This design comes from an exercise in tuning for a short achievable clock period and few clock cycles on the open sky130 flow, not from production work.
The RTL was checked by simulation tests, not by an equivalence proof against the original design.
Power and IR drop assume default switching activity.

==> flow/design.v <==
module cm3_engine (
    input  wire        clk,
    input  wire        rst,           
    input  wire        start,         
    input  wire        bound_en,      
    input  wire [15:0] max_steps,     
    output wire        done,          
    output wire        halt_reason,   
    output wire [16:0] pc_out,
    output wire [14:0] executed,
    input  wire [4:0]  reg_sel,
    output wire [31:0] reg_rdata,
    output wire        mem_re,
    output wire        mem_we,
    output wire [15:0] mem_addr,
    output wire [7:0]  mem_wdata,
    input  wire [7:0]  mem_rdata
);
    localparam OP_LOAD  = 6'h06;
    localparam OP_READ  = 6'h16;
    localparam OP_WRITE = 6'h1A;
    localparam OP_POW   = 6'h2A;
    localparam NS = 5;           
    localparam N  = 3 * NS;      
    reg        running;          
    reg        first;            
    reg        done_r;           
    reg        end_f;            
    reg        bnd_f;            
    reg [16:0] pc;               
    reg [15:0] steps;
    reg [14:0] exec_cnt;
    reg [31:0] x [0:31];
    reg [8*N-1:0] wb;            
    reg [N-1:0]   wv;            
    reg [2:0]  ph;               
    reg        bre, bwe;
    reg [15:0] baddr;
    reg [7:0]  bwdata;
    reg [N-1:0] tb_oh, ta_oh;
    reg [7:0]  pe;               
    reg [7:0]  pb;               
    reg [31:0] acc;
    reg [4:0]  pcnt;
    reg        aok_r;            
    reg        ploop;            
    reg [31:0] pres;             
    integer i;
    wire [N-1:0]   ev = wv;
    wire [8*N-1:0] eb = wb;
    reg [NS-1:0] st, hf, kn, pw;
    reg [N-1:0]  need, cand;
    reg [5:0]    opk;
    always @(*) begin
        for (i = 0; i < NS; i = i + 1) begin
            opk   = eb[24*i +: 6];
            kn[i] = (opk == OP_LOAD) || (opk == OP_READ) ||
                    (opk == OP_WRITE) || (opk == OP_POW);
            pw[i] = (opk == OP_POW);
        end
        st = {NS{1'b0}};
        hf = {NS{1'b0}};
        st[0] = 1'b1;
        for (i = 1; i < NS; i = i + 1) begin
            st[i] = (st[i-1] & ev[3*(i-1)] & ~pw[i-1]) |
                    ((i >= 2) ? (st[i-2] & ev[3*(i-2)] & pw[i-2]) : 1'b0);
            hf[i] = st[i-1] & ev[3*(i-1)] & pw[i-1];
        end
        for (i = 0; i < NS; i = i + 1) begin
            need[3*i]   = 1'b1;
            need[3*i+1] = (st[i] & ev[3*i] & kn[i]) | hf[i];
            need[3*i+2] = (st[i] & ev[3*i] & kn[i]) |
                          (hf[i] & ev[3*i+1] & (eb[8*(3*i+1) +: 8] == 8'd0));
        end
        cand = need & ~ev & ~ta_oh & ~tb_oh;
    end
    reg         f_any;
    reg [4:0]   f_idx;
    reg [N-1:0] f_oh;
    always @(*) begin
        f_any = 1'b0;
        f_idx = 5'd0;
        f_oh  = {N{1'b0}};
        for (i = N - 1; i >= 0; i = i - 1)
            if (cand[i]) begin
                f_any = 1'b1;
                f_idx = i;
                f_oh  = {N{1'b0}};
                f_oh[i] = 1'b1;
            end
    end
    wire [47:0] w  = eb[47:0];
    wire [5:0]  op = w[5:0];
    wire h_known = kn[0];
    wire h_rdy3  = ev[0] & ev[1] & ev[2];
    wire h_rdyp  = ev[0] & ev[1] & ev[2] & ev[3] & ev[4] & (ev[5] | (w[39:32] != 8'd0));
    wire [12:0] ld_const = w[18:6];
    wire [4:0]  ld_rd    = w[23:19];
    wire [4:0]  rd_rd    = w[10:6];
    wire [7:0]  rd_off   = w[18:11];
    wire [4:0]  rd_ar    = w[23:19];
    wire [4:0]  wr_vr    = w[10:6];
    wire [4:0]  wr_ar    = w[15:11];
    wire [7:0]  wr_off   = w[23:16];
    wire [4:0]  pw_re    = w[10:6];
    wire [4:0]  pw_rd    = w[15:11];
    wire [25:0] pw_addr  = w[41:16];
    wire        base_ok  = (pw_addr[25:16] == 10'd0);
    wire [4:0]  a_sel  = (op == OP_READ) ? rd_ar : wr_ar;
    wire [31:0] a_val  = x[a_sel];
    wire [31:0] v_val  = x[w[10:6]];           
    wire [7:0]  a_off  = (op == OP_READ) ? rd_off : wr_off;
    wire [16:0] a_sum  = {1'b0, a_val[15:0]} + {9'd0, a_off};
    wire        a_ok   = (a_val[31:16] == 16'd0) && !a_sum[16];
    wire        e_ok   = (v_val[31:16] == 16'd0);
    reg [4:0] emax;
    always @(*) begin
        if      (mem_rdata >= 8'd85) emax = 5'd4;
        else if (mem_rdata >= 8'd41) emax = 5'd5;
        else if (mem_rdata >= 8'd24) emax = 5'd6;
        else if (mem_rdata >= 8'd16) emax = 5'd7;
        else if (mem_rdata >= 8'd12) emax = 5'd8;
        else if (mem_rdata >= 8'd10) emax = 5'd9;
        else if (mem_rdata >= 8'd8)  emax = 5'd10;
        else if (mem_rdata == 8'd7)  emax = 5'd11;
        else if (mem_rdata == 8'd6)  emax = 5'd12;
        else if (mem_rdata == 8'd5)  emax = 5'd13;
        else if (mem_rdata == 8'd4)  emax = 5'd15;
        else if (mem_rdata == 8'd3)  emax = 5'd20;
        else                         emax = 5'd31;
    end
    wire [31:0] prod = acc * pb;
    wire halt_cond = end_f | bnd_f;
    wire active    = running & ~halt_cond;
    reg        rf_we;
    reg [4:0]  rf_wa;
    reg [31:0] rf_wd;
    reg [2:0]  sh;               
    reg        rt_exec;          
    reg [2:0]  ph_n;
    reg        d_re, d_we;       
    reg [15:0] d_addr;
    reg [7:0]  d_wdata;
    reg        snoop;
    reg        pe_ld, loop_ld;
    reg        d_bus;            
    reg        ok_ld, ok_d;
    always @(*) begin
        rf_we = 1'b0; rf_wa = 5'd0; rf_wd = 32'd0;
        sh = 3'd0; rt_exec = 1'b0; ph_n = ph;
        d_re = 1'b0; d_we = 1'b0; d_addr = 16'd0; d_wdata = 8'd0;
        snoop = 1'b0; pe_ld = 1'b0; loop_ld = 1'b0;
        d_bus = 1'b0; ok_ld = 1'b0; ok_d = 1'b0;
        if (active) begin
            case (ph)
                3'd0: if (ev[0]) begin
                    if (!h_known) begin
                        sh = 3'd3;
                    end else if (op == OP_LOAD) begin
                        if (h_rdy3) begin
                            rf_we = 1'b1; rf_wa = ld_rd; rf_wd = {19'd0, ld_const};
                            sh = 3'd3; rt_exec = 1'b1;
                        end
                    end else if (op == OP_READ || op == OP_WRITE) begin
                        if (h_rdy3) begin
                            d_bus = 1'b1;
                            d_re = (op == OP_READ) & a_ok;
                            d_we = (op == OP_WRITE) & a_ok;
                            d_addr = a_sum[15:0];
                            d_wdata = v_val[7:0];
                            ok_ld = 1'b1; ok_d = a_ok;
                            ph_n = 3'd1;
                        end
                    end else begin  
                        if (h_rdyp) begin
                            d_bus = 1'b1;
                            d_re = e_ok; d_addr = v_val[15:0];
                            ok_ld = 1'b1; ok_d = e_ok;
                            ph_n = 3'd1;
                        end
                    end
                end
                3'd1: begin
                    if (op == OP_READ) begin
                        if (!aok_r) begin
                            sh = 3'd3; rt_exec = 1'b1; ph_n = 3'd0;
                        end else
                            ph_n = 3'd2;
                    end else if (op == OP_WRITE) begin
                        snoop = bwe;
                        sh = 3'd3; rt_exec = 1'b1; ph_n = 3'd0;
                    end else begin  
                        if (!aok_r) begin
                            rf_we = 1'b1; rf_wa = pw_rd; rf_wd = 32'd1;
                            sh = 3'd6; rt_exec = 1'b1; ph_n = 3'd0;
                        end else begin
                            if (base_ok) begin
                                d_bus = 1'b1; d_re = 1'b1; d_addr = pw_addr[15:0];
                            end
                            ph_n = 3'd2;
                        end
                    end
                end
                3'd2: begin
                    if (op == OP_READ) begin
                        rf_we = 1'b1; rf_wa = rd_rd; rf_wd = {24'd0, mem_rdata};
                        sh = 3'd3; rt_exec = 1'b1; ph_n = 3'd0;
                    end else begin  
                        if (mem_rdata == 8'd0) begin
                            rf_we = 1'b1; rf_wa = pw_rd; rf_wd = 32'd1;
                            sh = 3'd6; rt_exec = 1'b1; ph_n = 3'd0;
                        end else if (!base_ok) begin
                            rf_we = 1'b1; rf_wa = pw_rd; rf_wd = 32'd0;
                            sh = 3'd6; rt_exec = 1'b1; ph_n = 3'd0;
                        end else begin
                            pe_ld = 1'b1; ph_n = 3'd3;
                        end
                    end
                end
                3'd3: begin  
                    if (mem_rdata == 8'd0 || mem_rdata == 8'd1) begin
                        rf_we = 1'b1; rf_wa = pw_rd; rf_wd = {31'd0, mem_rdata[0]};
                        sh = 3'd6; rt_exec = 1'b1; ph_n = 3'd0;
                    end else begin
                        loop_ld = 1'b1; ph_n = 3'd4;
                    end
                end
                default: begin  
                    if (!ploop) begin
                        rf_we = 1'b1; rf_wa = pw_rd; rf_wd = pres;
                        sh = 3'd6; rt_exec = 1'b1; ph_n = 3'd0;
                    end else if (pcnt == 5'd1) begin
                        rf_we = 1'b1; rf_wa = pw_rd; rf_wd = prod;
                        sh = 3'd6; rt_exec = 1'b1; ph_n = 3'd0;
                    end
                end
            endcase
        end
    end
    wire        f_go   = active && !d_bus && f_any;
    wire [16:0] f_addr = pc + {12'd0, f_idx};
    wire [16:0] sn_d   = {1'b0, baddr} - pc;
    wire        sn_hit = snoop && (sn_d >= 17'd3) && (sn_d < N);
    wire [4:0]  sn_i   = sn_d[4:0] - 5'd3;    
    wire done_w = done_r | (running & halt_cond & ~first);
    wire accept = start & (~running | done_w);    
    assign done        = done_w;
    assign halt_reason = ~end_f;
    assign pc_out      = pc;
    assign executed    = exec_cnt;
    reg [31:0] rb_or;
    always @(*) begin
        rb_or = 32'd0;
        for (i = 0; i < 32; i = i + 1)
            rb_or = rb_or | (x[i] & {32{reg_sel == i}});
    end
    assign reg_rdata   = rb_or;
    assign mem_re      = (bre & ~done_w) | accept;
    assign mem_we      = bwe & ~done_w;
    assign mem_addr    = baddr;
    assign mem_wdata   = bwdata;
    reg [8*N-1:0] wb_n;
    reg [N-1:0]   wv_n;
    reg [N-1:0]   ta_sh;
    reg [N-1:0]   bz_n;
    reg [N+5:0]   bz_c;          
    wire [16:0] pc_n    = pc + {14'd0, sh};
    wire [15:0] steps_n = steps + 16'd1;
    wire        end_n   = (sh == 3'd6) ? (pc >= 17'd65528) : (pc >= 17'd65531);
    wire        bnd_n   = bound_en && (steps_n >= max_steps);
    wire        halt_n  = end_n | bnd_n;
    always @(*) begin
        case (sh)
            3'd3:    begin wb_n = wb >> 24; wv_n = wv >> 3; end
            3'd6:    begin wb_n = wb >> 48; wv_n = wv >> 6; end
            default: begin wb_n = wb;       wv_n = wv;      end
        endcase
        case (sh)
            3'd3:    ta_sh = ta_oh >> 3;
            3'd6:    ta_sh = ta_oh >> 6;
            default: ta_sh = ta_oh;
        endcase
        for (i = 0; i < N + 6; i = i + 1)
            bz_c[i] = (pc >= 17'd65536 - i);
        case (sh)
            3'd3:    bz_n = bz_c[N+2:3];
            3'd6:    bz_n = bz_c[N+5:6];
            default: bz_n = bz_c[N-1:0];
        endcase
        for (i = 0; i < N; i = i + 1) begin
            if (bz_n[i]) begin
                wb_n[8*i +: 8] = 8'd0;
                wv_n[i] = 1'b1;
            end
            if (ta_sh[i]) begin
                wb_n[8*i +: 8] = mem_rdata;
                wv_n[i] = 1'b1;
            end
            if (sn_hit && sn_i == i) begin
                wb_n[8*i +: 8] = bwdata;
                wv_n[i] = 1'b1;
            end
        end
    end
    always @(posedge clk) begin
        if (rst) begin
            running <= 1'b0;
            first   <= 1'b0;
            done_r  <= 1'b0;
            end_f   <= 1'b0;
            bnd_f   <= 1'b0;
            pc      <= 17'd0;
            steps   <= 16'd0;
            exec_cnt <= 15'd0;
            bre     <= 1'b0;
            bwe     <= 1'b0;
            baddr   <= 16'd0;
            bwdata  <= 8'd0;
            tb_oh   <= {N{1'b0}};
            ta_oh   <= {N{1'b0}};
            ph      <= 3'd0;
            wv      <= {N{1'b0}};
        end else if (accept || !running) begin
            if (accept) begin
                running  <= 1'b1;
                first    <= 1'b1;
                done_r   <= 1'b0;
                end_f    <= 1'b0;
                bnd_f    <= bound_en && (max_steps == 16'd0);
                pc       <= 17'd0;
                steps    <= 16'd0;
                exec_cnt <= 15'd0;
                ph       <= 3'd0;
                wv       <= {N{1'b0}};
                ta_oh    <= {{(N-1){1'b0}}, 1'b1};
                tb_oh    <= {{(N-4){1'b0}}, 4'b1000};
                bre      <= 1'b1; bwe <= 1'b0;
                baddr    <= 16'd3;
                for (i = 0; i < 32; i = i + 1)
                    x[i] <= 32'd0;
            end
        end else if (halt_cond) begin
            running <= 1'b0;
            first   <= 1'b0;
            done_r  <= 1'b1;
            bre     <= 1'b0;
            bwe     <= 1'b0;
            baddr   <= 16'd0;
            tb_oh   <= {N{1'b0}};
            ta_oh   <= {N{1'b0}};
        end else begin
            first <= 1'b0;
            ph    <= ph_n;
            if (rf_we)
                x[rf_wa] <= rf_wd;
            if (sh != 3'd0) begin
                pc    <= pc_n;
                steps <= steps_n;
                end_f <= end_n;
                bnd_f <= bnd_n;
                if (rt_exec)
                    exec_cnt <= exec_cnt + 15'd1;
            end
            wb <= wb_n;
            wv <= wv_n;
            case (sh)
                3'd3:    ta_oh <= tb_oh >> 3;
                3'd6:    ta_oh <= tb_oh >> 6;
                default: ta_oh <= tb_oh;
            endcase
            if (d_bus) begin
                bre    <= d_re;
                bwe    <= d_we;
                baddr  <= d_addr;
                bwdata <= d_wdata;
                tb_oh  <= {N{1'b0}};
            end else if (f_go) begin
                bre    <= 1'b1;
                bwe    <= 1'b0;
                baddr  <= f_addr[15:0];
                case (sh)
                    3'd3:    tb_oh <= f_oh >> 3;
                    3'd6:    tb_oh <= f_oh >> 6;
                    default: tb_oh <= f_oh;
                endcase
            end else begin
                bre    <= 1'b0;
                bwe    <= 1'b0;
                tb_oh  <= {N{1'b0}};
            end
            if (sh != 3'd0 && halt_n) begin
                bre    <= 1'b0;
                bwe    <= 1'b0;
                baddr  <= 16'd0;
                tb_oh  <= {N{1'b0}};
            end
            if (pe_ld)
                pe <= mem_rdata;
            if (ok_ld)
                aok_r <= ok_d;
            if (loop_ld) begin
                acc   <= {24'd0, mem_rdata};
                pb    <= mem_rdata;
                pcnt  <= pe[4:0] - 5'd1;
                ploop <= (pe != 8'd1) && (pe <= {3'd0, emax});
                pres  <= (pe == 8'd1) ? {24'd0, mem_rdata} : 32'hFFFF_FFFF;
            end else if (ph == 3'd4) begin
                acc  <= prod;
                pcnt <= pcnt - 5'd1;
            end
        end
    end
endmodule
==> flow/run.sh <==
#!/bin/bash
# synth_recipe.tcl (not shown) runs the flow's synth.tcl, then flattens the netlist and writes it again
# the make line also repeats each setting of config.mk as NAME=value (left out here)
make -C /OpenROAD-flow-scripts/flow DESIGN_CONFIG=/design/flow/config.mk WORK_HOME=/design/flow/orfs CLKGATE_MAP_FILE= SYNTH_SCRIPT=/design/flow/synth_recipe.tcl finish
==> flow/config.mk <==
export PLATFORM = sky130hd
export DESIGN_NAME = cm3_engine
export DESIGN_NICKNAME = cm3_engine
export VERILOG_FILES = /design/flow/design.v
export SDC_FILE = /design/flow/constraint.sdc
export NUM_CORES = 4
export LEC_CHECK = 0
export ABC_CLOCK_PERIOD_IN_PS = 5000
export CAP_MARGIN = 20
export CORE_MARGIN = 2
export CORE_UTILIZATION = 40
export SETUP_SLACK_MARGIN = 5
export SLEW_MARGIN = 20
==> flow/constraint.sdc <==
create_clock -name core_clock -period 12.0 [get_ports {clk}]
set_input_delay 2.4000 -clock core_clock [delete_from_list [all_inputs] [get_ports {clk}]]
set_output_delay 2.4000 -clock core_clock [all_outputs]
set_load 0.01 [all_outputs]
==> results.toml, run 1 <==
[global_route]
grt_usage_pct = 42.1
grt_overflow = 0
grt_pass1_vias = 69096
grt_pass1_wl_um = 591000
grt_max_degree = 133
antenna_found_initial = 43

[floorplan]
ioPinCount = 125
dieArea_sq_um = 203000
die-width_um = 450
die_y_um = 450
rows = 163
start_util_pct = 40.3
core-area_sq_um = 197000

[layout]
layout-drive-gt1-share_pct = 13.2
utilization_pct = 46.1
syn2layout_area_growth_pct = 14.4
fin_nets = 8119
fill_cells = 18388

[sta]
finalCritPeriodShare_pct = 59.3
hold_viol_final = 0
grt_setup_unrepaired = "true"
slew_violations = 0
fin_ws_ns = 4.89
period_minus_slack_ns = 7.11
setup_viol = 0
fmax_mhz = 141
slew-limit-headroom_pct = 9.63
tns_ns = 0
worst_pin_slew_ns = 1.35
fin_skew_ns = 0.0664

[synthesis]
syn-cell-area_sq_um = 79600
synth_enable_flop_cells = 1208
async_flop_share_pct = 0
syn_nets = 8166
postSynthAreaPerCell_sq_um = 10.1
ys_ff_latch = 1335
synthCells = 7875
yosysSeqAreaShare_pct = 48.8
ys_types = 113
ys_warn_count = 1
yosys_most_used_dff = "edfxtp_1"

[clock_network]
cts_sinks = 1335
clk_path_buf_depth = 3
htreeDepth = 4
clock_latency_ns = 0.89
ctsRootBufferMaster = "clkbuf_16"
clk_pin_slew_ns = 0.06
cts_hold_buf = 0
cts_buffers = 156
cts_tree = "done"

[detailed_routing]
ant_nets = 0
dr.pass1.iters = 8
drt_iter0_drc = 14320
drc = 0
avgRoutedWirePerCell_um = 41.4
vias = 75117
routed_via_density = 7.07
routed_wl_um = 441000

[outcome]
status = "no timing/DRC/antenna violations"

[place]
numPortBuffers = 124
gp_congestion = 1.05
dp_hpwl_um = 297000
dp_slack_ns = 3.25

[setup_path]
crit_slowest_cell = "nand2_2"
arrival_ns = 7.65
worstSetupEndpointType = "flop"
criticalPathCategory = "in -> reg"
startpoint_type = "primary input"
worstPathMaxFanout = 25
cp_data_required_time_ns = 12.54
cp_cell_sequence = "clkdlybuf4s50_1, buf_4, or4_4, nor4_2, a211oi_1, o21ai_1, a222oi_1, a211o_1, nor2b_1, buf_4, nand2_1, buf_4, nand2_2, buf_4"
path_common_cell = "buf_4"
max_stage_delay_ns = 0.73

[run]
max_cap_violations = 0

[hold_path]
hold_path.class = "reg -> reg"

[power]
power.density_nw_per_um2 = 122
ir_worst_vdd_uv = 164
p_leak_uw = 0.0314
==> through the flow <==
| stage | std cells | area, sq um | power (uW) | hold WS [ns] |
|---|---|---|---|---|
| finish | 10628 | 91100 | 11200 | 0.476 |
| global route | 10597 | 91000 | 11300 | 0.506 |
| CTS | 10579 | 90300 | 11100 | 0.475 |
| detailed placement | 10222 | 83900 | 6200 | 0.467 |
| global placement | 10216 | 83700 | 6210 | 0.451 |
| floorplan | 7875 | 79600 | 5700 | 0.444 |
==> final timing paths <==
path,end,start,depth (start not counted),slack (ns)
worst max-delay path,x[18][20],mem_rdata[6],14,4.89
worst min-delay path,done_r,done_r,2,0.48
worst max register to register,baddr[11],wb[5],21,5.04
worst min register to register,done_r,done_r,2,0.48
==> state kept, by name, indices dropped and copies added (netlist names), 8 cells and up <==
register	flops
tb_oh	15
acc	32
pc	17
ta_oh	15
pres	9
x	1024
baddr	16
bwdata	8
pe	8
wv	15
pb	8
steps	16
wb	120
exec_cnt	15
==> layer usage <==
metal  routed length [um]  GRT usage (%)  vias to the layer above
met5                  262         0.0947                        -
met1               161000           53.3                    37606
li1                     -              -                    29152
met4                33400           25.5                       28
met2               180000           59.0                     6678
met3                66100           18.1                     1653
==> report_power, final <==
group,leakage (uW),internal [uW],switching (uW)
logic,0.0164,227,545
registers,0.0125,5210,229
clock network,0.00248,2730,2210
==> Yosys cell counts, types with 45 or more instances <==
cell type / count / area (sq um)
or4_1: 51 / 383
xor2_1: 45 / 394
nor3_1: 98 / 490
and3_1: 143 / 895
and2_1: 135 / 845
a221oi_1: 121 / 1060
buf_2: 88 / 440
nand2_1: 912 / 3420
a22o_1: 123 / 1080
a211oi_1: 90 / 676
xnor2_1: 70 / 613
a311oi_1: 63 / 552
ha_1: 98 / 1230
o21ai_0: 115 / 576
a21oi_1: 404 / 2020
a22oi_1: 383 / 2880
edfxtp_1: 1208 / 36300
nand4_1: 125 / 782
inv_1: 217 / 815
dfxtp_1: 127 / 2540
a31oi_1: 58 / 363
nand3_1: 188 / 941
buf_1: 45 / 169
fa_1: 160 / 3200
clkbuf_1: 486 / 1820
nor4_1: 107 / 669
mux4_2: 179 / 4030
nor2_1: 1437 / 5390
==> worst max-delay path, delay by kind of cell <==
kind                   cells  cell delay [ns]
AO/OA/AOI/OAI              4             0.94
buffers and inverters      5             2.03
AND/OR/NAND/NOR            5             2.12
==> kinds of logic after synthesis <==
family                     Yosys count  share of synthesized area [%]
AOI/OAI and AO/OA                 1690                           15.1
buffers and inverters              854                           4.23
and+or+nand+nor                   3375                           19.1
adders and majority gates          258                           5.57
xor gates and xnor gates           115                           1.27
DFF                               1335                           48.8
muxes                              248                           5.98
==> final cells by class <==
class | instances | area (sq um) | area share, %
clock buffers | 191 | 4070 | 4.46
clock inverters | 94 | 1080 | 1.18
flip-flops and latches | 1335 | 38800 | 42.6
multi-input cells | 5687 | 38700 | 42.4
inverters | 222 | 838 | 0.920
repair buffers | 426 | 4230 | 4.65
well taps | 2640 | 3300 | 3.63
diodes | 33 | 82.6 | 0.0907
==> what timing repair did <==
item / 4_1_cts / 5_1_grt
setup buffers: 69 / 13
gates resized for setup: 212 / 101
endpoints found under the setup margin: 205 / 492
pin swaps: 40 / 30
cloned: 3 / 2
==> layout by cell type (no fill, tap or decap), types with 95 or more instances in the layout <==
master	Yosys	routed
a21oi_1	404	403
a22o_1	123	123
a22oi_1	383	374
and2_1	135	132
and3_1	143	141
buf_4	10	214
clkbuf_16	0	158
dfxtp_1	127	127
edfxtp_1	1208	1208
fa_1	160	160
ha_1	98	98
inv_1	217	217
mux4_2	179	179
nand2_1	912	861
nand3_1	188	185
nand4_1	125	125
nor2_1	1437	1397
nor4_1	107	95
o21ai_0	115	115
Testbench counts, summed over its fixed seeds: cycles 46,167.
==> inputs of run 2 (changes only) <==
--- a/flow/design.v
+++ b/flow/design.v
@@ -21,5 +21,5 @@
     localparam OP_WRITE = 6'h1A;
     localparam OP_POW   = 6'h2A;
-    localparam NS = 5;           
+    localparam NS = 8;           
     localparam N  = 3 * NS;      
     reg        running;          
@@ -114,4 +114,8 @@
     wire        a_ok   = (a_val[31:16] == 16'd0) && !a_sum[16];
     wire        e_ok   = (v_val[31:16] == 16'd0);
+    wire        e_z    = (v_val[15:0] == 16'd0);    
+    reg  [7:0]  m0;              
+    reg         ez_r;            
+    wire [7:0]  e_in   = ez_r ? m0 : mem_rdata;
     reg [4:0] emax;
     always @(*) begin
@@ -174,6 +178,6 @@
                     end else begin  
                         if (h_rdyp) begin
-                            d_bus = 1'b1;
-                            d_re = e_ok; d_addr = v_val[15:0];
+                            d_bus = e_ok & ~e_z;
+                            d_re = e_ok & ~e_z; d_addr = v_val[15:0];
                             ok_ld = 1'b1; ok_d = e_ok;
                             ph_n = 3'd1;
@@ -207,18 +211,10 @@
                         sh = 3'd3; rt_exec = 1'b1; ph_n = 3'd0;
                     end else begin  
-                        if (mem_rdata == 8'd0) begin
-                            rf_we = 1'b1; rf_wa = pw_rd; rf_wd = 32'd1;
-                            sh = 3'd6; rt_exec = 1'b1; ph_n = 3'd0;
-                        end else if (!base_ok) begin
-                            rf_we = 1'b1; rf_wa = pw_rd; rf_wd = 32'd0;
-                            sh = 3'd6; rt_exec = 1'b1; ph_n = 3'd0;
-                        end else begin
-                            pe_ld = 1'b1; ph_n = 3'd3;
-                        end
+                        pe_ld = 1'b1; ph_n = 3'd3;
                     end
                 end
                 3'd3: begin  
-                    if (mem_rdata == 8'd0 || mem_rdata == 8'd1) begin
-                        rf_we = 1'b1; rf_wa = pw_rd; rf_wd = {31'd0, mem_rdata[0]};
+                    if (pe == 8'd0 || !base_ok) begin
+                        rf_we = 1'b1; rf_wa = pw_rd; rf_wd = {31'd0, (pe == 8'd0)};
                         sh = 3'd6; rt_exec = 1'b1; ph_n = 3'd0;
                     end else begin
@@ -230,6 +226,6 @@
                         rf_we = 1'b1; rf_wa = pw_rd; rf_wd = pres;
                         sh = 3'd6; rt_exec = 1'b1; ph_n = 3'd0;
-                    end else if (pcnt == 5'd1) begin
-                        rf_we = 1'b1; rf_wa = pw_rd; rf_wd = prod;
+                    end else if (pcnt == 5'd0) begin
+                        rf_we = 1'b1; rf_wa = pw_rd; rf_wd = acc;
                         sh = 3'd6; rt_exec = 1'b1; ph_n = 3'd0;
                     end
@@ -396,5 +392,11 @@
             end
             if (pe_ld)
-                pe <= mem_rdata;
+                pe <= e_in;
+            if (ok_ld)
+                ez_r <= e_z;
+            if (first)
+                m0 <= mem_rdata;
+            else if (snoop && baddr == 16'd0)
+                m0 <= bwdata;
             if (ok_ld)
                 aok_r <= ok_d;
@@ -403,6 +405,9 @@
                 pb    <= mem_rdata;
                 pcnt  <= pe[4:0] - 5'd1;
-                ploop <= (pe != 8'd1) && (pe <= {3'd0, emax});
-                pres  <= (pe == 8'd1) ? {24'd0, mem_rdata} : 32'hFFFF_FFFF;
+                ploop <= (mem_rdata > 8'd1) && (pe != 8'd1) && (pe <= {3'd0, emax});
+                if (mem_rdata == 8'd0 || mem_rdata == 8'd1 || pe == 8'd1)
+                    pres <= {24'd0, mem_rdata};
+                else
+                    pres <= 32'hFFFF_FFFF;
             end else if (ph == 3'd4) begin
                 acc  <= prod;
==> run 2 against run 1 <==
Effect of this change: die area rose by 9.1%; clock skew is 0.013 ns lower; core utilization is 0.43 points lower; largest power group unchanged; global-route usage fell by 2.0 points; critical path type is now in -> out; cell count increased by 11%; non-clock buffer count is 49 higher.
==> results.toml, run 2 <==
[outcome]
status = "no timing/DRC/antenna violations"

[global_route]
grt_pass1_wl_um = 623000
grt_usage_pct = 40.0
grt_pass1_vias = 76679
antenna_found_initial = 24
met2_usage_pct = 55.6
grt_use_met1_pct = 52.4
grt_max_degree = 143
grt_overflow = 0
grt_busiest_layer = "met2"
grt_util_met3_pct = 15.0

[setup_path]
reg2reg_depth = 21
r2r_end = "baddr[11]"
r2r_slack_ns = 5.09
crit_slowest_cell = "or4_4"
criticalPathCategory = "in -> out"
arrival_ns = 4.66
cp_data_required_time_ns = 9.60
path_common_cell = "buf_4"
cp_cell_sequence = "buf_4, nand3b_1, buf_4, nor2_4, buf_4, a22o_1, a221oi_1, nand3_1, or4_4, buf_6"
worstSetupEndpointType = "output port"
max_stage_delay_ns = 0.59
rr_startpoint = "wb[5]"
critPathTopFamily = "simple AND/OR/NAND/NOR gates"
startpoint_type = "primary input"
cp_num_buf_inv = 4
worstPathMaxFanout = 16

[power]
power_frac_seq_pct = 48.5
swShare_pct = 25.9
p_leak_uw = 0.0339
ir_worst_vdd_uv = 113
internal-power_uw = 8670
pwr-share-comb_pct = 6.6
power.density_nw_per_um2 = 118
clkPwrFrac_pct = 45.0
p_switching_uw = 3030

[clock_network]
cts_hold_buf = 0
clk_pin_slew_ns = 0.06
cts_tree = "done"
htreeDepth = 4
clock_latency_ns = 0.89
cts_sinks = 1443
cts_buffers = 168
ctsRootBufferMaster = "clkbuf_16"
clk_path_buf_depth = 3

[hold_path]
hold_path.class = "reg -> reg"
min-delay-start = "done_r"
min_to = "done_r"
hold_path_depth = 2

[place]
dp_hpwl_um = 289000
gp_congestion = 1.02
placed_cells = 11346
numPortBuffers = 124

[detailed_routing]
dr.pass1.iters = 14
routed_wl_um = 460000
drt_iter0_drc = 15594
avgRoutedWirePerCell_um = 39.0
vias = 83474
routed_via_density = 7.08
drc = 0
ant_nets = 0

[sta]
fin_skew_ns = 0.0538
whs_ns = 0.451
slew_violations = 0
grt_setup_unrepaired = "true"
setup_viol = 0
period_minus_slack_ns = 7.06
hold_viol_final = 0
worst_pin_slew_ns = 1.39
tns_ns = 0
slew-limit-headroom_pct = 6.40
fmax_mhz = 142
finalCritPeriodShare_pct = 58.8

[synthesis]
synthTopCellsByArea = "edfxtp_1 (45%), nor2_1 (6.7%), nand2_1 (4.1%)"
ys_top_cells_by_count = "nor2_1 (1,560), edfxtp_1 (1,289), nand2_1 (954), clkbuf_1 (578), a21oi_1 (486)"
synthAdderAreaFrac_pct = 5.07
syn-cell-area_sq_um = 86800
syn_nets = 9137
synth.most_common_cell = "nor2_1"
yosysSeqAreaShare_pct = 48.1
synth_xor_xnor_area_share_pct = 1.15
ys_types = 96
synth-simple-area-share_pct = 19.5
ys_ff_latch = 1443
synth_top_area_share_pct = 44.6
synthCells = 8848
ys_warn_count = 1
synth_enable_flop_cells = 1289
synth_mux_area_share_pct = 6.60
async_flop_share_pct = 0
postSynthAreaPerCell_sq_um = 9.82
synth_top_area_cell = "edfxtp_1"
yosys_most_used_dff = "edfxtp_1"
synth_top_family_by_area = "simple AND/OR/NAND/NOR gates"
synth-compound-area-share_pct = 15.2

[floorplan]
die-width_um = 470
start_util_pct = 40.1
ioPinCount = 125
rows = 171
die_y_um = 470
core-area_sq_um = 217000
dieArea_sq_um = 221000

[layout]
reg_top3 = "x: 1024 flops, wb: 192 flops, acc: 32 flops"
mostFrequentLayoutCells = "nor2_1 (1,522), edfxtp_1 (1,289), nand2_1 (881)"
layout-drive-gt1-share_pct = 12.5
stdcell_count = 11789
largest_reg_flops = 1024
syn2layout_area_growth_pct = 13.9
fin_nets = 9056
top_register = "x"
fill_cells = 20290
layout_commonest_cell = "nor2_1"

[run]
max_cap_violations = 0
run 2: cell count changes in the layout (fill, tap and decap cells not counted), sizes merged, moves of 70 or more:
cell    change
mux2i     +241
nor2      +122
nor3       +86
a21oi      +81
edfxtp     +81
o21ai      +81
a22oi      +72
mux4       -70
run 2: cell type report:
cell class,instances,area (sq um),area share (%)
diodes,28,70.1,0.0708
clock buffers,218,4450,4.50
clock inverters,92,1030,1.04
inverters,224,851,0.860
multi-input cells,6455,42700,43.1
flip-flops and latches,1443,41800,42.2
well taps,2854,3570,3.61
repair buffers,475,4500,4.54
run 2: per-stage QoR:
step	power [uW]	cell area [sq um]	utilization, %	setup slack, ns
finish	11700	98900	45.7	4.94
CTS	11600	98300	45.4	4.95
detailed placement	6450	91400	42.2	3.30
floorplan	6010	86800	-	5.52
global placement	6460	91400	42.2	3.39
global route	11900	98900	45.7	4.92
run 2: worst max-delay path by stage:
| stage | from | to | slack [ns] | cells past startpoint |
|---|---|---|---|---|
| floorplan | reg_sel[3] | reg_rdata[21] | 5.52 | 7 |
| global placement | reg_sel[1] | reg_rdata[17] | 3.39 | 8 |
| detailed placement | reg_sel[1] | reg_rdata[17] | 3.30 | 8 |
| CTS | reg_sel[0] | reg_rdata[7] | 4.95 | 11 |
| global route | wb[5] | baddr[10] | 4.92 | 24 |
| finish | reg_sel[3] | reg_rdata[18] | 4.94 | 10 |
run 2: worst register-to-register path, delay by kind of cell (launching register included):
family          cells  cell delay [ns]
compound gates     13             3.74
simple gates        4             1.35
buf+inv             1             0.52
flops               1             0.47
fa+ha+maj           1             0.37
xor+xnor            1             0.17
mux                 1             0.15
run 2: power by group through the flow:
stage                     clock, uW  sequential, uW  combinational [uW]
after floorplan                   0            5690                 320
after global placement            0            5770                 688
after detailed placement          0            5760                 691
after CTS                      5250            5660                 719
after global routing           5430            5670                 767
final                          5260            5670                 767
run 2: repair_timing:
action	CTS	global route
pin swaps	41	27
endpoints found under the setup margin	40	93
buffers inserted	78	19
gates resized for setup	234	91
cloned	3	4
run 2: metal layers:
metal	wire, um	part of all wire [%]	vias to the layer above
met3	70400	15	1800
met5	116	0.025	-
met4	34500	7.5	14
li1	-	-	32647
met2	186000	40	7732
met1	169000	37	41281
run 2: cells by family after synthesis:
logic type / count (synthesis)
flops: 1443
compound gates: 1912
simple gates: 3739
xor+xnor: 114
fa+ha+maj: 256
buf+inv: 953
mux: 431
Testbench counts of run 2, summed over its fixed seeds: cycles 44,347.
==> inputs of run 3 (changes only) <==
==> flow/flow/run.sh (new file) <==
#!/bin/bash
set -euo pipefail
bash standard.sh SETUP_SLACK_MARGIN=6 finish > standard_flow.log 2>&1
==> flow/standard.sh (new file) <==
#!/bin/bash
# synth_recipe.tcl (not shown) runs the flow's synth.tcl, then flattens the netlist and writes it again
# the make line also repeats each setting of config.mk as NAME=value (left out here)
make -C /OpenROAD-flow-scripts/flow DESIGN_CONFIG=/design/flow/config.mk WORK_HOME=/design/flow/orfs CLKGATE_MAP_FILE= SYNTH_SCRIPT=/design/flow/synth_recipe.tcl "${@:-finish}"
removed: flow/run.sh
==> run 3 against run 2 <==
Effect of this change: still clean; clock skew grew 0.0078 ns; maximum frequency grew 2.6%; total power grew 0.93%; first-iteration DRC count shrank 1.8%; cell count grew 1.0%; via count shrank 0.19%; core utilization grew 1.4 points; clock-buffer cell count shrank 3; sequential share of layout area shrank 1.3 points; critical path depth grew 2; register-to-register slack gained 0.94 ns; critical endpoint is now reg_rdata[8].
==> results.toml, run 3 <==
[setup_path]
worstSetupEndpointType = "output port"
worstPathMaxFanout = 8
reg2reg_depth = 13
cp_data_required_time_ns = 9.60
r2r_end = "x[22][9]"
r2r_slack_ns = 6.03
arrival_ns = 4.48
startpoint_type = "primary input"
criticalPathCategory = "in -> out"
rr_startpoint = "wv[0]"

[global_route]
grt_overflow = 0
antenna_found_initial = 30
grt_max_degree = 107
grt_usage_pct = 42.0
grt_pass1_vias = 76473
grt_pass1_wl_um = 647000

[layout]
top_register = "x"
mostFrequentLayoutCells = "nor2_1 (1,518), edfxtp_1 (1,289), nand2_1 (881)"
fin_nets = 9187
layout-drive-gt1-share_pct = 15.4
layout_commonest_cell = "nor2_1"
seqCellArea_sq_um = 41800
multi_input_area_sq_um = 43800
reg_top3 = "x: 1024 flops, wb: 192 flops, acc: 32 flops"
stdcell_count = 11909
fill_cells = 19999
syn2layout_area_growth_pct = 17.5
largest_reg_flops = 1024

[synthesis]
ys_ff_latch = 1443
ys_top_cells_by_count = "nor2_1 (1,560), edfxtp_1 (1,289), nand2_1 (954), clkbuf_1 (578), a21oi_1 (486)"
synthCells = 8848
async_flop_share_pct = 0
synth_top_area_share_pct = 44.6
ys_warn_count = 1
yosysSeqAreaShare_pct = 48.1
syn_nets = 9137
syn-cell-area_sq_um = 86800
synth.most_common_cell = "nor2_1"
ys_types = 96
synth_top_area_cell = "edfxtp_1"
synth_enable_flop_cells = 1289
postSynthAreaPerCell_sq_um = 9.82
yosys_most_used_dff = "edfxtp_1"
synthTopCellsByArea = "edfxtp_1 (45%), nor2_1 (6.7%), nand2_1 (4.1%)"

[sta]
slew_violations = 0
worst_pin_slew_ns = 1.27
hold_viol_final = 0
fmax_mhz = 145
fin_skew_ns = 0.0616
period_minus_slack_ns = 6.88
slew-limit-headroom_pct = 14.8
grt_setup_unrepaired = "true"
finalCritPeriodShare_pct = 57.3
tns_ns = 0
setup_viol = 0

[detailed_routing]
vias = 83316
ant_nets = 0
avgRoutedWirePerCell_um = 40.6
dr.pass1.iters = 13
routed_wl_um = 484000
drt_iter0_drc = 15320
drc = 0
routed_via_density = 7.00

[clock_network]
ctsRootBufferMaster = "clkbuf_16"
cts_buffers = 168
cts_tree = "done"
clk_pin_slew_ns = 0.05
clk_path_buf_depth = 3
cts_sinks = 1443
htreeDepth = 4
cts_hold_buf = 0
clock_latency_ns = 0.87

[floorplan]
core-area_sq_um = 217000
dieArea_sq_um = 221000
die-width_um = 470
rows = 171
die_y_um = 470
ioPinCount = 125
start_util_pct = 40.1

[place]
numPortBuffers = 124
dp_hpwl_um = 301000
placed_cells = 11316
gp_congestion = 1.04

[power]
power.density_nw_per_um2 = 116
swShare_pct = 25.7
ir_worst_vdd_uv = 145
p_switching_uw = 3030
pwr-share-comb_pct = 6.9
internal-power_uw = 8780
p_leak_uw = 0.0352
power_frac_seq_pct = 48.2
clkPwrFrac_pct = 44.9

[hold_path]
min_to = "done_r"
min-delay-start = "done_r"
hold_path.class = "reg -> reg"
hold_path_depth = 2

[outcome]
status = "no timing/DRC/antenna violations"

[run]
max_cap_violations = 0
[run 3: cell counts after synthesis]
No cell type changed its count.
[run 3: repair_timing]
item / CTS / global route
setup endpoints to repair: 301 / 359
gates cloned: 23 / 10
setup buffers: 167 / 66
resized for setup: 440 / 161
pin swaps: 99 / 95
[run 3: cells by family (layout without fill, tap and decap cells)]
group	Yosys count	count (layout)	synth area share (%)
adders and majority gates	256	256	5.07
DFF	1443	1443	48.1
muxes	431	431	6.60
and+or+nand+nor	3739	3747	19.5
AOI/OAI and AO/OA	1912	1913	15.2
buffers and inverters	953	1132	4.35
other	0	19	0
xor gates and xnor gates	114	114	1.15
[run 3: layout make-up]
| cell class | count | share of cell area (%) |
|---|---|---|
| repair buffers | 600 | 6.36 |
| diodes | 19 | 0.0466 |
| clock buffers | 215 | 4.44 |
| flip-flops and latches | 1443 | 41.0 |
| well taps | 2854 | 3.50 |
| clock inverters | 93 | 0.961 |
| inverters | 224 | 0.839 |
| multi-input cells | 6461 | 42.9 |
[run 3: critical path, cell delays in order]
cell,delay [ns]
buf_12,0.10
nand3b_1,0.21
buf_6,0.14
nor2_4,0.04
buf_12,0.15
buf_4,0.17
buf_16,0.16
buf_6,0.14
a22oi_2,0.17
nand4_1,0.09
or4_4,0.52
buf_6,0.17
[run 3: how the worst max path moves through the flow]
stage,endpoint,cells after the start,slack [ns],startpoint
floorplan,reg_rdata[19],7,5.83,reg_sel[3]
global placement,reg_rdata[13],9,3.47,reg_sel[0]
detailed placement,reg_rdata[13],9,3.48,reg_sel[0]
CTS,reg_rdata[14],11,5.19,reg_sel[1]
global route,reg_rdata[14],11,5.12,reg_sel[3]
finish,reg_rdata[8],12,5.12,reg_sel[3]
[run 3: per-stage QoR]
stage	setup WS (ns)	utilization [%]	hold slack (ns)	total power [uW]	instance area, sq um
final	5.12	47.1	0.456	11800	102000
after detailed placement	3.48	42.3	0.447	6480	91700
after global placement	3.47	42.3	0.434	6480	91600
after global routing	5.12	47.1	0.476	12000	102000
after floorplan	5.83	-	0.426	6040	87900
after CTS	5.19	46.4	0.455	11700	100000
[run 3: layer usage]
metal  part of all wire [%]  vias to the layer above  track usage, %
li1                       -                    32897               -
met1                     36                    40983            53.1
met2                     41                     7496            60.4
met3                     15                     1914            15.5
met4                    8.2                       26            26.4
met5                  0.085                        -           0.195
[run 3: power by group through the flow]
stage / clock network [uW] / registers [uW] / logic, uW
floorplan: 0 / 5700 / 345
global placement: 0 / 5780 / 695
detailed placement: 0 / 5780 / 699
CTS: 5300 / 5670 / 752
global route: 5490 / 5680 / 809
finish: 5310 / 5690 / 810
==> inputs of run 4 (changes only) <==
--- a/flow/design.v
+++ b/flow/design.v
@@ -94,5 +94,6 @@
     wire h_known = kn[0];
     wire h_rdy3  = ev[0] & ev[1] & ev[2];
-    wire h_rdyp  = ev[0] & ev[1] & ev[2] & ev[3] & ev[4] & (ev[5] | (w[39:32] != 8'd0));
+    wire h_rdyp  = ev[0] & ev[1];
+    wire h_rdya  = ev[2] & ev[3] & ev[4] & (ev[5] | (w[39:32] != 8'd0));
     wire [12:0] ld_const = w[18:6];
     wire [4:0]  ld_rd    = w[23:19];
@@ -199,7 +200,4 @@
                             sh = 3'd6; rt_exec = 1'b1; ph_n = 3'd0;
                         end else begin
-                            if (base_ok) begin
-                                d_bus = 1'b1; d_re = 1'b1; d_addr = pw_addr[15:0];
-                            end
                             ph_n = 3'd2;
                         end
@@ -215,11 +213,23 @@
                 end
                 3'd3: begin  
-                    if (pe == 8'd0 || !base_ok) begin
-                        rf_we = 1'b1; rf_wa = pw_rd; rf_wd = {31'd0, (pe == 8'd0)};
+                    if (pe == 8'd0) begin
+                        rf_we = 1'b1; rf_wa = pw_rd; rf_wd = 32'd1;
                         sh = 3'd6; rt_exec = 1'b1; ph_n = 3'd0;
-                    end else begin
-                        loop_ld = 1'b1; ph_n = 3'd4;
+                    end else if (h_rdya) begin
+                        if (!base_ok) begin
+                            rf_we = 1'b1; rf_wa = pw_rd; rf_wd = 32'd0;
+                            sh = 3'd6; rt_exec = 1'b1; ph_n = 3'd0;
+                        end else begin
+                            d_bus = 1'b1; d_re = 1'b1; d_addr = pw_addr[15:0];
+                            ph_n = 3'd4;
+                        end
                     end
                 end
+                3'd4: begin  
+                    ph_n = 3'd5;
+                end
+                3'd5: begin  
+                    loop_ld = 1'b1; ph_n = 3'd6;
+                end
                 default: begin  
                     if (!ploop) begin
@@ -410,5 +420,5 @@
                 else
                     pres <= 32'hFFFF_FFFF;
-            end else if (ph == 3'd4) begin
+            end else if (ph == 3'd6) begin
                 acc  <= prod;
                 pcnt <= pcnt - 5'd1;
==> run 4 against run 3 <==
Effect of this change: total power increased by 3.3%; sequential share of layout area decreased by 0.38 points; global-route usage decreased by 0.46 points; cell count increased by 1.8%; wire length decreased by 0.87%; final area increased by 0.94%; core utilization increased by 0.40 points; maximum frequency decreased by 0.67%.
==> results.toml, run 4 <==
[outcome]
status = "no timing/DRC/antenna violations"

[synthesis]
synthCells = 9040
synth.most_common_cell = "nor2_1"
ys_warn_count = 1
synth_top_area_share_pct = 44.5
ys_ff_latch = 1443
yosys_most_used_dff = "edfxtp_1"
yosysSeqAreaShare_pct = 48.0
postSynthAreaPerCell_sq_um = 9.63
synthTopCellsByArea = "edfxtp_1 (44%), nor2_1 (6.6%), nand2_1 (5.2%)"
synth_xor_xnor_area_share_pct = 1.21
ys_types = 97
synth_top_area_cell = "edfxtp_1"
synth-compound-area-share_pct = 16.4
synth_top_family_by_area = "simple AND/OR/NAND/NOR gates"
synthAdderAreaFrac_pct = 5.09
syn-cell-area_sq_um = 87000
async_flop_share_pct = 0
syn_nets = 9331
ys_top_cells_by_count = "nor2_1 (1,527), edfxtp_1 (1,289), nand2_1 (1,211), clkbuf_1 (631), a21oi_1 (605)"
synth_mux_area_share_pct = 4.69
synth-simple-area-share_pct = 20.2
synth_enable_flop_cells = 1289

[sta]
fin_ws_ns = 5.07
hold_viol_final = 0
whs_ns = 0.454
finalCritPeriodShare_pct = 57.7
worst_pin_slew_ns = 1.35
grt_setup_unrepaired = "true"
slew_violations = 0
tns_ns = 0
period_minus_slack_ns = 6.93
fin_skew_ns = 0.0748
fmax_mhz = 144
slew-limit-headroom_pct = 9.45
setup_viol = 0

[detailed_routing]
ant_nets = 0
drt_iter0_drc = 16764
avgRoutedWirePerCell_um = 39.6
drc = 0
dr.pass1.iters = 12
routed_wl_um = 480000
vias = 85898
routed_via_density = 7.09

[setup_path]
cp_cell_sequence = "buf_12, or3b_4, buf_6, nor2_4, buf_8, buf_16, a22o_1, a221oi_2, nand3_1, or4_4, buf_6"
arrival_ns = 4.53
rr_startpoint = "wb[8]"
critPathTopFamily = "simple AND/OR/NAND/NOR gates"
worstSetupEndpointType = "output port"
cp_num_buf_inv = 5
cp_data_required_time_ns = 9.60
startpoint_type = "primary input"
worstPathMaxFanout = 7
crit_path_start = "reg_sel[2]"
criticalPathCategory = "in -> out"
path_common_cell = "buf_6"
max_stage_delay_ns = 0.57
crit_slowest_cell = "or4_4"

[global_route]
antenna_found_initial = 34
grt_overflow = 0
grt_max_degree = 115
grt_pass1_vias = 77957
grt_usage_pct = 41.5
grt_pass1_wl_um = 643000

[clock_network]
cts_hold_buf = 0
cts_buffers = 168
clk_pin_slew_ns = 0.06
cts_sinks = 1443
clk_path_buf_depth = 3
cts_tree = "done"
ctsRootBufferMaster = "clkbuf_16"
htreeDepth = 4
clock_latency_ns = 0.91

[floorplan]
die-width_um = 470
start_util_pct = 40.2
die_y_um = 470
ioPinCount = 125
core-area_sq_um = 217000
dieArea_sq_um = 221000
rows = 171

[layout]
utilization_pct = 47.5
largest_reg_flops = 1024
layout-drive-gt1-share_pct = 15.3
fin_nets = 9382
top_register = "x"
reg_top3 = "x: 1024 flops, wb: 192 flops, acc: 32 flops"
mostFrequentLayoutCells = "nor2_1 (1,482), edfxtp_1 (1,289), nand2_1 (1,137)"
layout_commonest_cell = "nor2_1"
syn2layout_area_growth_pct = 18.3

[power]
power.density_nw_per_um2 = 118
power_uw = 12200
p_leak_uw = 0.0348
ir_worst_vdd_uv = 153

[place]
numPortBuffers = 124
dp_hpwl_um = 287000
dp_slack_ns = 3.47
gp_congestion = 1.03

[hold_path]
min-delay-start = "steps[12]"
hold_path.class = "reg -> reg"

[run]
max_cap_violations = 0
run 4: changes by cell type after synthesis, sizes merged, moves of 28 or more:
cell    before   now
clkbuf     578   631
o22ai       25    53
or3         43    75
mux2i      278    95
a22oi      455   366
mux2        44    80
nor3       194   135
nand4      166   135
nor2      1562  1528
a21oi      491   605
nand2      956  1212
a311oi      40    73
run 4: routing by layer:
metal  GRT usage, %  routed length, um  up-vias
met2           57.9             193000     7968
li1               -                  -    33463
met3           16.2              74000     2009
met1           53.5             173000    42436
met4           26.0              39000       22
met5          0.541                327        -
run 4: final timing paths:
| check | to | slack [ns] | cells past startpoint |
|---|---|---|---|
| worst max-delay path | reg_rdata[17] | 5.07 | 11 |
| worst min-delay path | steps[12] | 0.45 | 2 |
| worst max register to register | bwdata[1] | 6.00 | 14 |
| worst min register to register | steps[12] | 0.45 | 2 |
run 4: where the power goes:
group	switching, uW	internal [uW]
clock	2360	3060
sequential	236	5620
combinational	629	296
total	3230	8980
run 4: timing repair:
action	CTS	global route
gates resized for setup	496	161
setup endpoints to repair	811	803
pin swaps	95	91
cloned	37	8
buffers inserted	163	73
run 4: cell families after synthesis:
| kind of cell | Yosys count |
|---|---|
| XOR/XNOR | 120 |
| adder cells (fa/ha/maj) | 258 |
| AO/OA/AOI/OAI | 2065 |
| flip-flops | 1443 |
| AND/OR/NAND/NOR | 3907 |
| buffers and inverters | 973 |
| multiplexers | 274 |
run 4: stage by stage:
step                cell area, sq um  instances
floorplan                      87700       9040
global placement               91500      11492
detailed placement             91500      11492
CTS                           101000      12002
global route                  103000      12087
finish                        103000      12119
run 4: final cells by class:
type	instances	area, sq um
Sequential cell	1443	41800
Clock inverter	109	1240
Inverter	210	795
Clock buffer	201	4440
Fill cell	19968	114000
Antenna cell	34	85.1
Tap cell	2854	3570
Timing Repair Buffer	640	7410
Multi-Input combinational cell	6628	43700
run 4: worst min-delay path, delay by kind of cell, from the launching register on:
kind               cells  cell delay, ns
and+or+nand+nor        1            0.05
AOI/OAI and AO/OA      1            0.05
DFF                    1            0.31
Testbench counts of run 4, summed over its fixed seeds: cycles 43,947.
==> inputs of run 5 (changes only) <==
==> flow/run.sh (new file) <==
#!/bin/bash
# synth_recipe.tcl (not shown) runs the flow's synth.tcl, then flattens the netlist and writes it again
# the make line also repeats each setting of config.mk as NAME=value (left out here)
make -C /OpenROAD-flow-scripts/flow DESIGN_CONFIG=/design/flow/config.mk WORK_HOME=/design/flow/orfs CLKGATE_MAP_FILE= SYNTH_SCRIPT=/design/flow/synth_recipe.tcl finish
removed: flow/flow/run.sh
removed: flow/standard.sh
==> run 5 against run 4 <==
Effect of this change: still clean on timing, DRC and antenna; cell count shrank 1.8%; total power decreased by 1.7%; clock skew increased by 0.0067 ns; highest routed layer unchanged.
==> results.toml, run 5 <==
[clock_network]
clk_path_buf_depth = 3
htreeDepth = 4
cts_buffers = 167
ctsRootBufferMaster = "clkbuf_16"
cts_sinks = 1443
clk_pin_slew_ns = 0.06
cts_tree = "done"
clock_latency_ns = 0.90
cts_hold_buf = 0

[setup_path]
cp_data_required_time_ns = 9.60
startpoint_type = "primary input"
worstSetupEndpointType = "output port"
arrival_ns = 4.64
worstPathMaxFanout = 32
criticalPathCategory = "in -> out"

[sta]
fmax_mhz = 142
tns_ns = 0
setup_viol = 0
slew-limit-headroom_pct = 12.8
grt_setup_unrepaired = "true"
hold_viol_final = 0
finalCritPeriodShare_pct = 58.7
slew_violations = 0
worst_pin_slew_ns = 1.30
period_minus_slack_ns = 7.04
fin_skew_ns = 0.0814

[detailed_routing]
routed_wl_um = 448000
drt_iter0_drc = 14937
avgRoutedWirePerCell_um = 37.6
dr.pass1.iters = 10
routed_via_density = 6.96
vias = 82815
ant_nets = 0
drc = 0

[synthesis]
yosysSeqAreaShare_pct = 48.0
yosys_most_used_dff = "edfxtp_1"
ys_top_cells_by_count = "nor2_1 (1,527), edfxtp_1 (1,289), nand2_1 (1,211), clkbuf_1 (631), a21oi_1 (605)"
synth_top_area_share_pct = 44.5
syn_nets = 9331
async_flop_share_pct = 0
synthCells = 9040
synthTopCellsByArea = "edfxtp_1 (44%), nor2_1 (6.6%), nand2_1 (5.2%)"
synth_enable_flop_cells = 1289
synth_top_area_cell = "edfxtp_1"
ys_warn_count = 1
ys_types = 97
syn-cell-area_sq_um = 87000
ys_ff_latch = 1443
postSynthAreaPerCell_sq_um = 9.63
synth.most_common_cell = "nor2_1"

[layout]
syn2layout_area_growth_pct = 13.3
layout-drive-gt1-share_pct = 11.8
top_register = "x"
fin_area_sq_um = 98600
reg_top3 = "x: 1024 flops, wb: 192 flops, acc: 32 flops"
largest_reg_flops = 1024
fin_nets = 9181
mostFrequentLayoutCells = "nor2_1 (1,490), edfxtp_1 (1,289), nand2_1 (1,140)"
layout_commonest_cell = "nor2_1"

[global_route]
grt_pass1_vias = 76308
grt_overflow = 0
grt_pass1_wl_um = 613000
antenna_found_initial = 29
grt_max_degree = 145
grt_usage_pct = 39.2

[floorplan]
core-area_sq_um = 217000
rows = 171
start_util_pct = 40.2
ioPinCount = 125
die-width_um = 470
die_y_um = 470
dieArea_sq_um = 221000

[power]
ir_worst_vdd_uv = 158
p_leak_uw = 0.0330
power.density_nw_per_um2 = 122

[place]
gp_congestion = 1.05
dp_hpwl_um = 289000
numPortBuffers = 124
post_dp_cell_area_sq_um = 91300

[hold_path]
hold_path.class = "reg -> reg"

[outcome]
status = "no timing/DRC/antenna violations"

[run]
max_cap_violations = 0
## run 5: power breakdown
group / internal, uW / total [uW] / switching, uW / leakage, uW
Clock: 3000 / 5320 / 2330 / 0.00268
Sequential: 5620 / 5850 / 234 / 0.0132
Combinational: 242 / 818 / 576 / 0.0171
Total: 8860 / 12000 / 3140 / 0.0330
## run 5: final cells by class
class	instances	area, sq um
fill	20355	118000
clock inverter	99	1200
multi-input combinational	6625	42700
tap	2854	3570
inverter	210	797
antenna	20	50.0
clock buffer	208	4390
timing repair buffer	443	4090
sequential	1443	41800
## run 5: logic make-up (layout without fill, tap and decap cells)
kind of cell	Yosys count	count (layout)	share of synthesized area, %
buffers and inverters	973	960	4.43
multiplexers	274	274	4.69
flip-flops	1443	1443	48.0
adder cells (fa/ha/maj)	258	258	5.09
AND/OR/NAND/NOR	3907	3908	20.2
AO/OA/AOI/OAI	2065	2065	16.4
other	0	20	0
XOR/XNOR	120	120	1.21
## run 5: per-stage QoR
| stage | hold slack (ns) | std cells | setup slack (ns) | total power (uW) | utilization, % |
|---|---|---|---|---|---|
| 2_1_floorplan | 0.426 | 9040 | 5.52 | 6180 | - |
| 3_3_place_gp | 0.435 | 11493 | 3.31 | 6680 | 42.1 |
| 3_5_place_dp | 0.444 | 11495 | 3.31 | 6680 | 42.1 |
| 4_1_cts | 0.450 | 11875 | 4.96 | 11900 | 45.3 |
| 5_1_grt | 0.468 | 11886 | 4.96 | 12200 | 45.5 |
| 6_report | 0.450 | 11902 | 4.96 | 12000 | 45.5 |
## run 5: repair_timing
action / 4_1_cts / 5_1_grt
setup endpoints to repair: 32 / 57
pin swaps: 41 / 24
cloned: 2 / 0
resized for setup: 193 / 100
setup buffers: 71 / 6
## run 5: worst paths after layout
path	slack, ns	endpoint	startpoint	cells after the start
hold / removal	0.45	done_r	done_r	2
hold reg to reg	0.45	done_r	done_r	2
setup reg to reg	5.17	bre	wb[5]	20
setup / recovery	4.96	reg_rdata[25]	reg_sel[1]	9
## run 5: worst max-delay path, cell delays in order
cell,delay (ns)
buf_4,0.14
nand2_4,0.22
nor2_4,0.08
buf_8,0.27
a22o_1,0.31
a221oi_1,0.28
nand4_1,0.17
or3_1,0.44
dlygate4sd2_1,0.30
## run 5: per-layer routing
metal	vias to the layer above	part of all wire [%]	GRT usage, %
met3	1674	14	13.1
met1	40901	37	51.3
li1	33000	-	-
met2	7222	41	55.2
met5	-	0.026	0.108
met4	18	7.7	24.9

-- static timing again, ports no longer ideal --
The flow's constraints put no driver on any port. The routed layouts listed below were extracted and timed again, unchanged, in two steps. Step 1 assumes that a clkbuf_16 drives the clock port and a buf_2 every other input. Step 2 adds t to the input delays and takes it off the output delays; t is the mean of the earliest and latest rising clock arrival at the registers after step 1. Input paths then give back, and output paths get back, about the clock's delay inside the block. a / b / c = ideal / step 1 / step 2; a / b = the first two.
run | t (ns) | slack for setup (ns) | latest minus earliest clock arrival (ns) | worst slew at a driven data input, ns | cell pins on the clock port's net
run 1 | 0.954 | 4.886 / 4.878 / 4.003 | 0.066 / 0.067 | 0.15 | 1
run 2 | 0.963 | 4.941 / 4.901 / 4.205 | 0.057 / 0.056 | 0.04 | 1
run 3 | 0.932 | 5.118 / 5.037 / 5.037 | 0.062 / 0.062 | 0.08 | 1
run 4 | 0.974 | 5.072 / 5.016 / 5.017 | 0.085 / 0.085 | 0.07 | 1
run 5 | 0.960 | 4.956 / 4.919 / 4.557 | 0.084 / 0.084 | 0.15 | 1
After both steps every run listed still meets setup and hold. The setup slack of run 1, which loses most, moves by -0.008 ns with the drivers and by -0.883 ns with both steps.
